This is an optimization exercise on Yosys and OpenROAD, whose aim is small area, not a production implementation. In this exercise RTL edits were held to simulation tests only and were not proved equivalent to the original. No activity file was given, so power comes from the tool's default toggle rates.

harbor:
// iot_sae
module iot_sae (
    input  wire        clk,
    input  wire        rst,             
    input  wire        FAULT_POLICY,    
    output wire        bus_req,
    input  wire        bus_ack,
    output wire [2:0]  bus_op,
    output wire        bus_cont,
    output wire [7:0]  bus_cmd,
    output wire [63:0] bus_addr,
    input  wire [1:0]  bus_status,
    input  wire [7:0]  bus_rdata,
    input  wire [63:0] bus_raddr,
    output wire        pin_req,
    input  wire        pin_ack,
    output wire        pin_op,
    output wire        pin_level,
    output wire        pin_ch,
    input  wire        pin_err,
    input  wire [9:0]  adc_data,
    output wire        pers_req,
    input  wire        pers_ack,
    output wire [7:0]  pers_sid,
    output wire [1:0]  pers_vkind,
    output wire [38:0] pers_vnum,
    input  wire        pers_err,
    output wire        dly_req,
    input  wire        dly_ack,
    output wire [25:0] dly_us,
    output wire        diag_valid,
    output wire [7:0]  diag_sid,
    output wire [3:0]  diag_kind,
    output wire [3:0]  st,
    output wire [3:0]  ph,
    output wire        fault,
    output wire [3:0]  fault_code,
    output wire [7:0]  fault_sid,
    output wire [7:0]  pidx
);
Settings: LEC_CHECK=0, CAP_MARGIN=20, CORE_MARGIN=2, CORE_UTILIZATION=45, PLACE_DENSITY=0.75, SLEW_MARGIN=20; clock period 18.0 ns.
standard.sh (not shown) runs the stock make flow with config.mk's settings and CLKGATE_MAP_FILE= SYNTH_SCRIPT=/design/flow/synth_recipe.tcl, a recipe that flattens the netlist after the stock synthesis.
==> flow/flow/run.sh <==
#!/bin/bash
# The standard layout with these changes:
#  - synthesis maps the logic with an area-oriented ABC script (flow/area.abc);
#    everything else in synthesis, registers included, is the standard one
#  - ports are buffered with the smallest buffer cell
#  - clock tree synthesis uses small buffers and inserts no dummy loads
set -euo pipefail
W=$PWD
{
  echo 'proc synth {args} { yosys synth -nofsm -noshare {*}$args }'
  echo "proc abc {args} { set i [lsearch -exact \$args -script]; if {\$i >= 0} { lset args [expr {\$i + 1}] $W/flow/area.abc }; yosys abc {*}\$args }"
  tail -n +2 synth_recipe.tcl
} > my_synth.tcl
sed -e "s#SYNTH_SCRIPT=[^ ]*#SYNTH_SCRIPT=$W/my_synth.tcl#" standard.sh > my_standard.sh
export BUFFER_PORTS_ARGS="-buffer_cell sky130_fd_sc_hd__buf_1"
export SKIP_REPAIR_TIE_FANOUT=1
export CTS_ARGS="-sink_clustering_enable -repair_clock_nets -dont_use_dummy_load -buf_list sky130_fd_sc_hd__clkbuf_4 -root_buf sky130_fd_sc_hd__clkbuf_4 -sink_clustering_size 11 -sink_clustering_max_diameter 40"
bash my_standard.sh > standard.log 2>&1
==> flow/flow/area.abc <==
strash; dc2; strash; dch -f; amap; strash; dch -f; amap; mfs2 -a; strash; dch -f; amap; mfs2 -a; strash; dch -f; amap; topo
harbor finished end to end and its layout was clean on timing, DRC and antenna.
Relative to harbor, the following input files were edited for quartz:
Settings: a change of CORE_UTILIZATION from 45 to 50; a deleted PLACE_DENSITY that had been 0.75.
-- flow/flow/run.sh --
<<< harbor, line 16
export SKIP_REPAIR_TIE_FANOUT=1
export CTS_ARGS="-sink_clustering_enable -repair_clock_nets -dont_use_dummy_load -buf_list sky130_fd_sc_hd__clkbuf_4 -root_buf sky130_fd_sc_hd__clkbuf_4 -sink_clustering_size 11 -sink_clustering_max_diameter 40"
>>> quartz, line 16
export CTS_ARGS="-sink_clustering_enable -repair_clock_nets -dont_use_dummy_load -buf_list sky130_fd_sc_hd__clkbuf_4 -root_buf sky130_fd_sc_hd__clkbuf_4 -sink_clustering_size 10 -sink_clustering_max_diameter 50"
==> flow/flow/area.abc <==
strash; dc2; strash; dch -f; map -a; strash; dch -f; map -a; mfs2 -a; strash; dch -f; map -a; mfs2 -a; strash; dch -f; amap; topo
--- outcome ---
- Sequential share of layout area: quartz lower than harbor
- On core utilization: between quartz and harbor, it ends up higher for quartz.
- Summary of the comparison: met1 routed wirelength after detailed routing is higher in quartz, relative to harbor.
- The count of inverters not on the clock network in the layout in quartz sits 4 above the value recorded for harbor.
- Of quartz and harbor, the run reporting the higher number of standard cells after synthesis was quartz.
- Against harbor as the reference, quartz delivers a higher final critical-path setup slack.
- Delta(number of antenna cells inserted, quartz - harbor) < 0
- quartz vs. harbor: die width lower; initial DRC count higher; via count of the first global-routing pass lower.
Modified inputs, indigo compared to quartz
Settings: CORE_UTILIZATION changed from 50 to 45; PLACE_DENSITY newly set to 0.75.
-- flow/flow/run.sh --
<<< quartz, line 16
export CTS_ARGS="-sink_clustering_enable -repair_clock_nets -dont_use_dummy_load -buf_list sky130_fd_sc_hd__clkbuf_4 -root_buf sky130_fd_sc_hd__clkbuf_4 -sink_clustering_size 10 -sink_clustering_max_diameter 50"
>>> indigo, line 16
export CTS_ARGS="-sink_clustering_enable -repair_clock_nets -dont_use_dummy_load -buf_list sky130_fd_sc_hd__clkbuf_4 -root_buf sky130_fd_sc_hd__clkbuf_4 -sink_clustering_size 11 -sink_clustering_max_diameter 40"
==> flow/flow/area.abc <==
strash; dc2; strash; dch -f; amap; strash; dch -f; amap; mfs2 -a; strash; dch -f; amap; mfs2 -a; strash; dch -f; amap; topo
## What came out
indigo: flow completed, timing, DRC and antenna clean
indigo vs. quartz: number of nets in the final layout shows a reduction of about 0.6%; biggest cell delay along the critical path shows a reduction of 0.38 ns.
Min sequential power share across quartz and indigo: quartz
Comparing the two runs side by side, indigo comes out ahead of quartz on final critical path time including I/O delays and setup.
#### Input delta (violet over indigo)
Settings: CORE_UTILIZATION: 45 -> 50; PLACE_DENSITY: 0.75 -> unset.
-- flow/flow/run.sh --
<<< indigo, line 16
export CTS_ARGS="-sink_clustering_enable -repair_clock_nets -dont_use_dummy_load -buf_list sky130_fd_sc_hd__clkbuf_4 -root_buf sky130_fd_sc_hd__clkbuf_4 -sink_clustering_size 11 -sink_clustering_max_diameter 40"
>>> violet, line 16
export CTS_ARGS="-sink_clustering_enable -repair_clock_nets -dont_use_dummy_load -buf_list sky130_fd_sc_hd__clkbuf_2 -root_buf sky130_fd_sc_hd__clkbuf_4"
==> flow/flow/area.abc <==
strash; dc2; strash; dch -f; map -a; strash; dch -f; map -a; mfs2 -a; strash; dch -f; map -a; mfs2 -a; strash; dch -f; amap; topo
==> comparison <==
On clock skew, the lower figure sits with indigo, not violet.
met4 as the top metal layer carrying routed signals was reported by violet, and met5 by indigo.
Of violet and indigo, it is violet that has the higher layout multi-input combinational cell count.
violet against indigo: sequential fraction of the synthesis area dropped 0.23 points, worst hold margin dropped 0.029 ns, number of storage elements in the synthesis netlist barely changed, post-route total power climbed 140 uW.
Changes in sierra relative to violet:
-- flow/flow/run.sh --
<<< violet, line 16
export CTS_ARGS="-sink_clustering_enable -repair_clock_nets -dont_use_dummy_load -buf_list sky130_fd_sc_hd__clkbuf_2 -root_buf sky130_fd_sc_hd__clkbuf_4"
>>> sierra, line 16
export CTS_ARGS="-sink_clustering_enable -repair_clock_nets -dont_use_dummy_load -buf_list sky130_fd_sc_hd__clkbuf_4 -root_buf sky130_fd_sc_hd__clkbuf_4 -sink_clustering_size 10 -sink_clustering_max_diameter 50"
==> flow/flow/area.abc <==
strash; dc2; strash; dch -f; amap; strash; dch -f; amap; mfs2 -a; strash; dch -f; amap; mfs2 -a; strash; dch -f; amap; topo
==> notes.md <==
- The post-place instance area was comparable across violet and sierra.
- sierra ends up with a worst slack on hold paths that is 0.0068 ns lower than in violet.
- [compare] base=violet new=sierra: clock buffer count from CTS dropped about 47%, estimated wirelength of the detail-placed design climbed 1.2%, flip-flop and latch share of the layout cell area climbed 0.47 points.
- In the flow results for violet and sierra, the wire length is larger on violet.
The inputs of yarrow differ from those of sierra as listed below.
Settings: PLACE_DENSITY now 0.75, previously not set; CORE_UTILIZATION now 45, was 50.
-- flow/flow/run.sh --
<<< sierra, line 16
export CTS_ARGS="-sink_clustering_enable -repair_clock_nets -dont_use_dummy_load -buf_list sky130_fd_sc_hd__clkbuf_4 -root_buf sky130_fd_sc_hd__clkbuf_4 -sink_clustering_size 10 -sink_clustering_max_diameter 50"
>>> yarrow, line 16
export CTS_ARGS="-sink_clustering_enable -repair_clock_nets -dont_use_dummy_load -buf_list sky130_fd_sc_hd__clkbuf_8 -root_buf sky130_fd_sc_hd__clkbuf_8 -sink_clustering_size 20 -sink_clustering_max_diameter 35"
Notes after the runs:
Looking at detailed route wirelength on metal3, yarrow sits above sierra. [compare] base=sierra new=yarrow: flip-flop and latch count now sits at about the same level; global-route usage now sits lower; power spent charging and discharging nets went up 19 uW; combinational share of power went down; worst setup slack went down 0.16 ns. Cell area | yarrow vs sierra | yarrow larger.

-- static timing again, ports no longer ideal --
No port has a modelled driver above. Below, the same layouts with a new extraction and two added sets of constraints. Step 1 (the two cells are an assumption about what drives the block):
set clk [get_ports {clk}]
set_driving_cell -lib_cell sky130_fd_sc_hd__clkbuf_16 $clk
set_driving_cell -lib_cell sky130_fd_sc_hd__buf_2 [delete_from_list [all_inputs] $clk]
Step 2 adds t to the input delays and takes it off the output delays; t is the mean of the earliest and latest rising clock arrival at the registers after step 1. Input paths then give back, and output paths get back, about the clock's delay inside the block. Three values: ideal ports, drivers, drivers and shift; two values: the first two.
| run | shift t [ns] | setup WS [ns] | worst hold slack (ns) | clock arrival spread, ns |
|---|---|---|---|---|
| harbor | 0.672 | 10.569 / 10.572 / 9.900 | 0.294 / 0.294 / 0.294 | 0.096 / 0.096 |
| quartz | 0.650 | 10.602 / 10.620 / 9.969 | 0.270 / 0.270 / 0.270 | 0.098 / 0.099 |
| indigo | 0.652 | 10.669 / 10.672 / 10.020 | 0.309 / 0.309 / 0.309 | 0.085 / 0.085 |
| violet | 0.680 | 10.598 / 10.619 / 9.939 | 0.280 / 0.280 / 0.280 | 0.091 / 0.090 |
| sierra | 0.658 | 10.691 / 10.693 / 10.034 | 0.273 / 0.273 / 0.273 | 0.069 / 0.069 |
| yarrow | 0.567 | 10.527 / 10.526 / 9.959 | 0.297 / 0.297 / 0.297 | 0.102 / 0.102 |
After both steps every run listed still meets setup and hold. The setup slack of harbor, which loses most, moves by +0.003 ns with the drivers and by -0.669 ns with both steps.
